This is an optimization exercise on Yosys and OpenROAD, whose aim is small area, a short achievable clock period and few clock cycles, not a production implementation. Only simulation tests tie the RTL to the original design; equivalence was not proved. Power is estimated from default activity; no workload was simulated.

==> design/flow/design.v <==
module mml_voice (
    input  wire        clk,
    input  wire        rst,         
    input  wire        in_valid,
    input  wire [7:0]  in_byte,
    input  wire        in_last,     
    output reg         in_ready,
    output reg         out_valid,
    input  wire        out_ready,
    output reg  [1:0]  out_kind,    
    output reg  [18:0] out_freq,    
    output reg  [28:0] out_dur,     
    output reg  [1:0]  out_fill,    
    output reg  [3:0]  out_vol,     
    output reg  [2:0]  out_err,     
    output reg         out_fg       
);
  localparam [1:0] K_TONE = 2'd0, K_END = 2'd1, K_ERR = 2'd2;
  localparam [2:0] E_MISSING_NUM = 3'd1, E_NOTE_RANGE = 3'd2,
                   E_ZERO_LEN    = 3'd3, E_ZERO_TEMPO = 3'd4,
                   E_BAD_ACC     = 3'd5, E_BAD_M      = 3'd6,
                   E_BAD_CMD     = 3'd7;
  localparam [2:0] C_L = 3'd0, C_T = 3'd1, C_O = 3'd2, C_V = 3'd3,
                   C_N = 3'd4, C_NOTE = 3'd5, C_P = 3'd6;
  localparam [3:0] S_CMD  = 4'd0,   
                   S_ACC  = 4'd1,   
                   S_NUM  = 4'd2,   
                   S_DOT  = 4'd3,   
                   S_M    = 4'd4,   
                   S_FIN  = 4'd5,   
                   S_DIV  = 4'd6,   
                   S_TONE = 4'd7,   
                   S_END  = 4'd8,   
                   S_ERR  = 4'd9,   
                   S_SKIP = 4'd10;  
  reg [2:0]  oct;
  reg        eff_valid;
  reg [2:0]  eff;
  reg [15:0] len_n;
  reg [15:0] tempo_n;
  reg [1:0]  speed;
  reg [3:0]  vol;
  reg        fg;
  reg [3:0]  state;
  reg        str_done;    
  reg [2:0]  cmd;
  reg [6:0]  letter;      
  reg [3:0]  semi;        
  reg [15:0] num;         
  reg        have_num;
  reg        dotted;
  reg [6:0]  tone_t;
  reg        tone_rest;
  reg [3:0]  tone_vol;
  reg [31:0] divisor;
  reg [28:0] dividend;
  reg [31:0] rem;
  reg [28:0] quot;
  reg [4:0]  div_cnt;
  wire [7:0] fb = (in_byte >= 8'h61 && in_byte <= 8'h7a) ? in_byte - 8'h20 : in_byte;
  wire       is_digit = (in_byte >= 8'h30 && in_byte <= 8'h39);
  wire [3:0] digit = in_byte[3:0];
  wire [20:0] num_next_w = num * 21'd10 + digit;
  wire [15:0] num_next = (num_next_w > 21'd65535) ? 16'hffff : num_next_w[15:0];
  wire [2:0]  cur_oct = eff_valid ? eff : oct;
  wire [15:0] note_len = have_num ? num : len_n;
  wire [18:0] rom_freq;
  mml_freq_rom u_rom (.t(tone_t), .freq_chz(rom_freq));
  function [3:0] base_semi(input [7:0] l);
    case (l)
      8'h43: base_semi = 4'd0;    
      8'h44: base_semi = 4'd2;    
      8'h45: base_semi = 4'd4;    
      8'h46: base_semi = 4'd5;    
      8'h47: base_semi = 4'd7;    
      8'h41: base_semi = 4'd9;    
      default: base_semi = 4'd11;  
    endcase
  endfunction
  always @(*) begin
    in_ready = 1'b0;
    case (state)
      S_CMD:  in_ready = 1'b1;
      S_SKIP: in_ready = 1'b1;
      S_ACC:  in_ready = !str_done && (in_byte == 8'h23 || in_byte == 8'h2b || in_byte == 8'h2d) &&
                         !((in_byte == 8'h2d) && (letter == 7'h43 || letter == 7'h46)) &&
                         !((in_byte != 8'h2d) && (letter == 7'h45 || letter == 7'h42));
      S_NUM:  in_ready = !str_done && is_digit;
      S_DOT:  in_ready = !str_done && (in_byte == 8'h2e);
      S_M:    in_ready = !str_done && (fb == 8'h4e || fb == 8'h4c || fb == 8'h53 ||
                                       fb == 8'h46 || fb == 8'h42);
      default: in_ready = 1'b0;
    endcase
  end
  wire take = in_valid && in_ready;
  always @(*) begin
    out_valid = (state == S_TONE) || (state == S_END) || (state == S_ERR);
    out_kind  = (state == S_TONE) ? K_TONE : (state == S_END) ? K_END : K_ERR;
    out_freq  = tone_rest ? 19'd0 : rom_freq;
    out_dur   = quot;
    out_fill  = speed;
    out_vol   = tone_vol;
    out_fg    = fg;
  end
  always @(posedge clk) begin
    if (rst) begin
      oct       <= 3'd4;
      eff_valid <= 1'b0;
      eff       <= 3'd0;
      len_n     <= 16'd4;
      tempo_n   <= 16'd120;
      speed     <= 2'd0;
      vol       <= 4'd15;
      fg        <= 1'b1;
      state     <= S_CMD;
      str_done  <= 1'b0;
      cmd       <= C_L;
      letter    <= 7'd0;
      semi      <= 4'd0;
      num       <= 16'd0;
      have_num  <= 1'b0;
      dotted    <= 1'b0;
      tone_t    <= 7'd0;
      tone_rest <= 1'b0;
      tone_vol  <= 4'd0;
      divisor   <= 32'd0;
      dividend  <= 29'd0;
      rem       <= 32'd0;
      quot      <= 29'd0;
      div_cnt   <= 5'd0;
      out_err   <= 3'd0;
    end else begin
      case (state)
        S_CMD: if (in_valid) begin
          str_done <= in_last;
          num      <= 16'd0;
          have_num <= 1'b0;
          dotted   <= 1'b0;
          case (fb)
            8'h3b: state <= in_last ? S_END : S_CMD;              
            8'h3e: begin                                          
              eff_valid <= 1'b1;
              eff       <= (cur_oct == 3'd6) ? 3'd6 : cur_oct + 3'd1;
              state     <= in_last ? S_END : S_CMD;
            end
            8'h3c: begin                                          
              eff_valid <= 1'b1;
              eff       <= (cur_oct == 3'd0) ? 3'd0 : cur_oct - 3'd1;
              state     <= in_last ? S_END : S_CMD;
            end
            8'h4c: begin cmd <= C_L; state <= S_NUM; end
            8'h54: begin cmd <= C_T; state <= S_NUM; end
            8'h4f: begin cmd <= C_O; state <= S_NUM; end
            8'h56: begin cmd <= C_V; state <= S_NUM; end
            8'h4e: begin cmd <= C_N; state <= S_NUM; end
            8'h50: begin cmd <= C_P; state <= S_NUM; end
            8'h41, 8'h42, 8'h43, 8'h44, 8'h45, 8'h46, 8'h47: begin
              cmd    <= C_NOTE;
              letter <= fb[6:0];
              semi   <= base_semi(fb);
              state  <= S_ACC;
            end
            8'h4d: state <= S_M;
            default: begin
              out_err <= E_BAD_CMD;
              state   <= S_ERR;
            end
          endcase
        end
        S_ACC: begin
          if (str_done) state <= S_NUM;
          else if (in_valid) begin
            if (in_ready) begin
              str_done <= in_last;
              semi     <= (in_byte == 8'h2d) ? semi - 4'd1 : semi + 4'd1;
              state    <= S_NUM;
            end else if (in_byte == 8'h23 || in_byte == 8'h2b || in_byte == 8'h2d) begin
              out_err <= E_BAD_ACC;
              state   <= S_ERR;
            end else begin
              state <= S_NUM;
            end
          end
        end
        S_NUM: begin
          if (str_done) state <= (cmd == C_N || cmd == C_NOTE || cmd == C_P) ? S_DOT : S_FIN;
          else if (in_valid) begin
            if (take) begin
              str_done <= in_last;
              num      <= num_next;
              have_num <= 1'b1;
            end else begin
              state <= (cmd == C_N || cmd == C_NOTE || cmd == C_P) ? S_DOT : S_FIN;
            end
          end
        end
        S_DOT: begin
          if (str_done) state <= S_FIN;
          else if (in_valid) begin
            if (take) begin
              str_done <= in_last;
              dotted   <= 1'b1;
            end
            state <= S_FIN;
          end
        end
        S_M: begin
          if (str_done) begin
            out_err <= E_BAD_M;
            state   <= S_ERR;
          end else if (in_valid) begin
            if (take) begin
              str_done <= in_last;
              case (fb)
                8'h4e: speed <= 2'd0;
                8'h4c: speed <= 2'd1;
                8'h53: speed <= 2'd2;
                8'h46: fg    <= 1'b1;
                default: fg  <= 1'b0;
              endcase
              state <= in_last ? S_END : S_CMD;
            end else begin
              out_err <= E_BAD_M;
              state   <= S_ERR;
            end
          end
        end
        S_FIN: begin
          dividend <= dotted ? 29'd360000000 : 29'd240000000;
          case (cmd)
            C_L: begin
              if (!have_num)      begin out_err <= E_MISSING_NUM; state <= S_ERR; end
              else if (num == 0)  begin out_err <= E_ZERO_LEN;    state <= S_ERR; end
              else begin len_n <= num; state <= str_done ? S_END : S_CMD; end
            end
            C_T: begin
              if (!have_num)      begin out_err <= E_MISSING_NUM; state <= S_ERR; end
              else if (num == 0)  begin out_err <= E_ZERO_TEMPO;  state <= S_ERR; end
              else begin tempo_n <= num; state <= str_done ? S_END : S_CMD; end
            end
            C_O: begin
              if (!have_num) begin out_err <= E_MISSING_NUM; state <= S_ERR; end
              else begin
                oct       <= (num > 16'd6) ? 3'd6 : num[2:0];
                eff_valid <= 1'b0;
                state     <= str_done ? S_END : S_CMD;
              end
            end
            C_V: begin
              if (!have_num) begin out_err <= E_MISSING_NUM; state <= S_ERR; end
              else begin
                vol   <= (num > 16'd15) ? 4'd15 : num[3:0];
                state <= str_done ? S_END : S_CMD;
              end
            end
            C_N: begin
              if (!have_num)        begin out_err <= E_MISSING_NUM; state <= S_ERR; end
              else if (num > 16'd84) begin out_err <= E_NOTE_RANGE; state <= S_ERR; end
              else begin
                eff_valid <= 1'b0;
                tone_rest <= (num == 16'd0);
                tone_t    <= num[6:0] - 7'd1;
                tone_vol  <= (num == 16'd0) ? 4'd0 : vol;
                divisor   <= len_n * tempo_n;
                state     <= S_DIV;
              end
            end
            default: begin   
              if (have_num && num == 16'd0) begin out_err <= E_ZERO_LEN; state <= S_ERR; end
              else begin
                eff_valid <= 1'b0;
                tone_rest <= (cmd == C_P);
                tone_t    <= cur_oct * 7'd12 + semi;
                tone_vol  <= vol;
                divisor   <= note_len * tempo_n;
                state     <= S_DIV;
              end
            end
          endcase
          rem     <= 32'd0;
          quot    <= 29'd0;
          div_cnt <= 5'd28;
        end
        S_DIV: begin : div_step
          reg [32:0] trial;
          trial = {rem, dividend[div_cnt]};
          if (trial >= {1'b0, divisor}) begin
            rem           <= trial[31:0] - divisor;
            quot[div_cnt] <= 1'b1;
          end else begin
            rem <= trial[31:0];
          end
          if (div_cnt == 5'd0) state <= S_TONE;
          else div_cnt <= div_cnt - 5'd1;
        end
        S_TONE: if (out_ready) state <= str_done ? S_END : S_CMD;
        S_END: if (out_ready) begin
          str_done <= 1'b0;
          state    <= S_CMD;
        end
        S_ERR: if (out_ready) begin
          state    <= str_done ? S_CMD : S_SKIP;
          str_done <= 1'b0;
        end
        S_SKIP: if (in_valid && in_last) state <= S_CMD;
        default: state <= S_CMD;
      endcase
    end
  end
endmodule
module mml_freq_rom (
    input  wire [6:0]  t,
    output reg  [18:0] freq_chz
);
  always @(*) begin
    case (t)
      7'd0: freq_chz = 19'd1635;
      7'd1: freq_chz = 19'd1732;
      7'd2: freq_chz = 19'd1835;
      7'd3: freq_chz = 19'd1945;
      7'd4: freq_chz = 19'd2060;
      7'd5: freq_chz = 19'd2183;
      7'd6: freq_chz = 19'd2312;
      7'd7: freq_chz = 19'd2450;
      7'd8: freq_chz = 19'd2596;
      7'd9: freq_chz = 19'd2750;
      7'd10: freq_chz = 19'd2914;
      7'd11: freq_chz = 19'd3087;
      7'd12: freq_chz = 19'd3270;
      7'd13: freq_chz = 19'd3465;
      7'd14: freq_chz = 19'd3671;
      7'd15: freq_chz = 19'd3889;
      7'd16: freq_chz = 19'd4120;
      7'd17: freq_chz = 19'd4365;
      7'd18: freq_chz = 19'd4625;
      7'd19: freq_chz = 19'd4900;
      7'd20: freq_chz = 19'd5191;
      7'd21: freq_chz = 19'd5500;
      7'd22: freq_chz = 19'd5827;
      7'd23: freq_chz = 19'd6174;
      7'd24: freq_chz = 19'd6541;
      7'd25: freq_chz = 19'd6930;
      7'd26: freq_chz = 19'd7342;
      7'd27: freq_chz = 19'd7778;
      7'd28: freq_chz = 19'd8241;
      7'd29: freq_chz = 19'd8731;
      7'd30: freq_chz = 19'd9250;
      7'd31: freq_chz = 19'd9800;
      7'd32: freq_chz = 19'd10383;
      7'd33: freq_chz = 19'd11000;
      7'd34: freq_chz = 19'd11654;
      7'd35: freq_chz = 19'd12347;
      7'd36: freq_chz = 19'd13081;
      7'd37: freq_chz = 19'd13859;
      7'd38: freq_chz = 19'd14683;
      7'd39: freq_chz = 19'd15556;
      7'd40: freq_chz = 19'd16481;
      7'd41: freq_chz = 19'd17461;
      7'd42: freq_chz = 19'd18500;
      7'd43: freq_chz = 19'd19600;
      7'd44: freq_chz = 19'd20765;
      7'd45: freq_chz = 19'd22000;
      7'd46: freq_chz = 19'd23308;
      7'd47: freq_chz = 19'd24694;
      7'd48: freq_chz = 19'd26163;
      7'd49: freq_chz = 19'd27718;
      7'd50: freq_chz = 19'd29366;
      7'd51: freq_chz = 19'd31113;
      7'd52: freq_chz = 19'd32963;
      7'd53: freq_chz = 19'd34923;
      7'd54: freq_chz = 19'd36999;
      7'd55: freq_chz = 19'd39200;
      7'd56: freq_chz = 19'd41530;
      7'd57: freq_chz = 19'd44000;
      7'd58: freq_chz = 19'd46616;
      7'd59: freq_chz = 19'd49388;
      7'd60: freq_chz = 19'd52325;
      7'd61: freq_chz = 19'd55437;
      7'd62: freq_chz = 19'd58733;
      7'd63: freq_chz = 19'd62225;
      7'd64: freq_chz = 19'd65926;
      7'd65: freq_chz = 19'd69846;
      7'd66: freq_chz = 19'd73999;
      7'd67: freq_chz = 19'd78399;
      7'd68: freq_chz = 19'd83061;
      7'd69: freq_chz = 19'd88000;
      7'd70: freq_chz = 19'd93233;
      7'd71: freq_chz = 19'd98777;
      7'd72: freq_chz = 19'd104650;
      7'd73: freq_chz = 19'd110873;
      7'd74: freq_chz = 19'd117466;
      7'd75: freq_chz = 19'd124451;
      7'd76: freq_chz = 19'd131851;
      7'd77: freq_chz = 19'd139691;
      7'd78: freq_chz = 19'd147998;
      7'd79: freq_chz = 19'd156798;
      7'd80: freq_chz = 19'd166122;
      7'd81: freq_chz = 19'd176000;
      7'd82: freq_chz = 19'd186466;
      7'd83: freq_chz = 19'd197553;
      default: freq_chz = 19'd0;
    endcase
  end
endmodule
==> design/flow/run.sh <==
#!/bin/bash
# synth_recipe.tcl (not shown) runs the flow's synth.tcl, then flattens the netlist and writes it again
# the make line also repeats each setting of config.mk as NAME=value (left out here)
make -C /OpenROAD-flow-scripts/flow DESIGN_CONFIG=/design/flow/config.mk WORK_HOME=/design/flow/orfs CLKGATE_MAP_FILE= SYNTH_SCRIPT=/design/flow/synth_recipe.tcl finish
==> design/flow/config.mk <==
export PLATFORM = sky130hd
export DESIGN_NAME = mml_voice
export DESIGN_NICKNAME = mml_voice
export VERILOG_FILES = /design/flow/design.v
export SDC_FILE = /design/flow/constraint.sdc
export NUM_CORES = 4
export LEC_CHECK = 0
export CAP_MARGIN = 20
export CORE_MARGIN = 2
export CORE_UTILIZATION = 40
export SLEW_MARGIN = 20
==> design/flow/constraint.sdc <==
create_clock -name core_clock -period 10.0 [get_ports {clk}]
set_input_delay 2.0000 -clock core_clock [delete_from_list [all_inputs] [get_ports {clk}]]
set_output_delay 2.0000 -clock core_clock [all_outputs]
set_load 0.01 [all_outputs]
==> impl_metrics.tcl <==
set metrics [dict create \
    status "finished clean" \
    cts_tree "built" \
    fmax_mhz 131 \
    p_leak_nw 16.3 \
    drt_pass1_iterations 6 \
    fp.dieH_um 288 \
    maxSlewHeadroom_pct 31.6 \
    clock_sinks 217 \
    remaining_drc_errors 0 \
    setup_tns_ns 0 \
    synth_seq_cells 217 \
    async_reset_ff_share_pct 0 \
    path_max_fanout 23 \
    critPathSlowestCell "mux2_2" \
    synthAdderAreaFrac_pct 36.2 \
    critPathLaunchType "flop" \
    hold_viol_final 0 \
    layout_setup_ws_ns 2.34 \
    crit_arrival_ns 8.15 \
    root_buffer "clkbuf_16" \
    hold_ws_ns 0.453 \
    first_global_vias 27200 \
    grt_max_degree 70 \
    hold_class "flop to flop" \
    globalRouteTotalUtil_pct 22.7 \
    syn_area_mm2 0.0324 \
    synth_cell_types 105 \
    end_kind "flop" \
    cts-hold-fix-buffers 0 \
    ys.warnings.count 2 \
    coreArea_mm2 0.0803 \
    vias 27500 \
    yosys.area_share.simple_pct 20.6 \
    power.density_mw_per_mm2 68.1 \
    clk_latency_ns 0.57 \
    stdcell_count 4999 \
    synthCells 3979 \
    io_buffer_count 73 \
    synth_ff_type "dfxtp_1" \
    ir_worst_vdd_uv 138 \
    gp_congestion 0.915 \
    cpPeakStageDelay_ns 0.60 \
    htree_num_levels 1 \
    power_frac_seq_pct 39.7 \
    tightest_slew_ns 1.02 \
    min_period_ns 7.66 \
    rsz0062_at_grt "no" \
    synth_compound_area_share_pct 15.6 \
    layout.nets 4629 \
    drive_gt1_share_pct 4.75 \
    synth_top_family_by_area "adder cells" \
    rows 104 \
    required_ns 10.48 \
    initial_core_util_pct 40.3 \
    fin_area_mm2 0.0349 \
    intPower_mw 1.63 \
    ios 75 \
    cts_resized 0 \
    path_cells "buf_4 -> mux2_2 -> and2_1 -> fa_1 -> inv_1 -> fa_1 -> fa_1 -> fa_1 -> inv_1 -> fa_1 -> inv_1 -> fa_1 -> inv_1 -> ha_1 -> nand2_1 -> nor4_1 -> nor2_1 -> a21oi_1 -> o22ai_1 -> o31ai_1 -> a311oi_1 -> xnor2_1 -> a21oi_1 -> a211oi_1" \
    die-area_mm2 0.0832 \
    drtIter0Drc 1950 \
    share_clk_of_total_power_pct 43.4 \
    clk_pin_slew_worst_paths_ns 0.06 \
    yosysSeqAreaShare_pct 13.4 \
    muxShareOfSynthArea_pct 1.45 \
    syn_to_final_growth_pct 7.71 \
    numCtsBuffers 28 \
    grt_pass1_wl_um 151000 \
    cp_num_buf_inv 5 \
    n_antenna_cell 0 \
    slew_violations 0 \
    synth_xor_area_share_pct 3.30 \
    syn_avg_cell_area_um2 8.13 \
    path_class "flop to flop" \
    drt_wl_total_um 94000 \
    switching_share_pct 31.2 \
    fin_crit_sh_pct 76.6 \
    vias_per_cell 5.50 \
    hpwl_um 70400 \
    gr-total-overflow 0 \
    placed_area_mm2 0.0339 \
    cts_buffer_depth 3 \
    placed_cells 4947 \
    path_common_cell "fa_1" \
    post-cts-setup-buffers 0 \
    die_w_um 288 \
    critical-path-top-delay-family "adder cells" \
    clock_skew_ns 0.0113 \
    ant_nets 0 \
    pwr-share-comb_pct 16.8 \
    synth_edf_count 0 \
    wl_per_cell_um 18.8 \
    antenna_found_initial 0 \
    maxCapViolCount 0 \
    p_switching_uw 741 \
    setup_viol 0 \
    syn_nets 4691 \
    pre_cts_slack_ns 2.45 \
]
==> metrics by stage <==
stage | power (mW) | utilization [%]
global route | 2.47 | 43.4
global placement | 1.35 | 42.2
CTS | 2.39 | 43.4
finish | 2.37 | 43.4
floorplan | 1.23 | -
detailed placement | 1.35 | 42.2
==> final cells by class <==
type / instances / area, um^2
clock buffers: 37 / 806
multi-input cells: 2982 / 25000
repair buffers: 129 / 1150
well taps: 1060 / 1330
clock inverters: 15 / 128
flip-flops and latches: 217 / 4340
fillers: 8033 / 45400
inverters: 559 / 2110
==> layout by cell type (no fill, tap or decap), types with 13 or more instances in the layout <==
| cell | instances |
|---|---|
| a211o_1 | 18 |
| a211oi_1 | 49 |
| a21o_1 | 66 |
| a21oi_1 | 212 |
| a22o_1 | 14 |
| a311oi_1 | 17 |
| a31oi_1 | 45 |
| and2_1 | 246 |
| and3_1 | 20 |
| buf_4 | 57 |
| clkbuf_16 | 29 |
| clkdlybuf4s50_1 | 72 |
| dfxtp_1 | 217 |
| fa_1 | 394 |
| ha_1 | 305 |
| inv_1 | 554 |
| mux2_2 | 21 |
| mux2i_1 | 21 |
| nand2_1 | 549 |
| nand2b_1 | 28 |
| nand3_1 | 67 |
| nand4_1 | 16 |
| nor2_1 | 195 |
| nor2b_1 | 50 |
| nor3_1 | 65 |
| nor3b_1 | 19 |
| o211ai_1 | 25 |
| o21a_1 | 19 |
| o21ai_0 | 129 |
| o21bai_1 | 13 |
| o22ai_1 | 15 |
| o31ai_1 | 15 |
| or3_1 | 17 |
| xnor2_1 | 75 |
| xor2_1 | 47 |
==> flip-flops by register name (all words and copies together) (netlist names), 2 cells and up <==
| signal | cells |
|---|---|
| eff | 3 |
| tone_t | 7 |
| speed | 2 |
| len_n | 16 |
| semi | 4 |
| rom_freq | 18 |
| quot | 29 |
| vol | 4 |
| letter | 7 |
| oct | 3 |
| divisor | 32 |
| out_err | 3 |
| tone_vol | 4 |
| tempo_n | 16 |
| num | 16 |
| state | 4 |
| cmd | 3 |
| rem | 32 |
| dividend | 3 |
| div_cnt | 5 |
==> path summary, 6_finish.rpt <==
kind / start / endpoint / slack (ns) / cells after the start
worst max-delay path: have_num / divisor[31] / 2.34 / 24
worst max register to register: have_num / divisor[31] / 2.34 / 24
worst min-delay path: tone_vol[0] / tone_vol[0] / 0.45 / 2
worst min register to register: tone_vol[0] / tone_vol[0] / 0.45 / 2
==> logic make-up (layout without fill, tap and decap cells) <==
group | Yosys count | in the layout
AO/OA/AOI/OAI | 758 | 758
XOR/XNOR | 122 | 122
adder cells (fa/ha/maj) | 699 | 699
buffers and inverters | 780 | 740
flip-flops | 217 | 217
multiplexers | 43 | 43
other | 1 | 1
AND/OR/NAND/NOR | 1359 | 1359
==> tightest hold or removal path: stages (launching register included) <==
cell,delay (ns)
dfxtp_1,0.31
nand2_1,0.05
a21oi_1,0.05
==> layer usage <==
metal	track usage, %	wire length, um	vias to the layer above
met1	31.5	41600	13400
met2	37.0	43500	932
met4	6.72	3000	0
met3	2.73	5950	187
li1	-	-	13000
met5	0	0	-
==> cell usage after synthesis, types with 25 or more instances <==
library cell	instances	area (um^2)
nor3_1	67	335
o21ai_0	130	651
nand2_1	549	2060
nand2b_1	28	175
nor2b_1	50	313
nor2_1	196	736
and2_1	246	1540
fa_1	394	7890
nand3_1	67	335
clkbuf_1	169	634
inv_1	554	2080
a211oi_1	49	368
buf_2	27	135
a21oi_1	212	1060
a21o_1	66	495
dfxtp_1	217	4340
a31oi_1	45	282
ha_1	305	3820
xor2_1	47	412
o211ai_1	25	188
xnor2_1	75	657
==> power by group through the flow <==
stage	Sequential, mW	Clock (mW)	Combinational, mW
after floorplan	0.916	0	0.317
after global placement	0.960	0	0.394
after detailed placement	0.959	0	0.394
after CTS	0.941	1.05	0.396
after global routing	0.948	1.08	0.440
final	0.943	1.03	0.399
Testbench counts, summed over its fixed seeds: cycles 192,292.

-- static timing again, ports no longer ideal --
No port has a modelled driver above. Below, the same layout with a new extraction and two added sets of constraints.
Step 1 sets driving cells, clkbuf_16 on the clock port and buf_2 on the other inputs (assumed; they add their load-dependent delay and slew).
Step 2 adds t to the input delays and takes it off the output delays; t is the mean of the earliest and latest rising clock arrival at the registers after step 1. Input paths then give back, and output paths get back, about the clock's delay inside the block.
Three values: ideal ports, drivers, drivers and shift; two values: the first two.
shift t [ns]: 0.622
setup WS [ns]: 2.338 / 2.338 / 2.338
worst setup path after step 2: register to register
worst register clock-pin slew, ns: 0.07 / 0.07
cell pins on the clock port's net: 1
After both steps this run still meets setup and hold. The setup slack of this run moves by 0.000 ns with the drivers and by 0.000 ns with both steps.
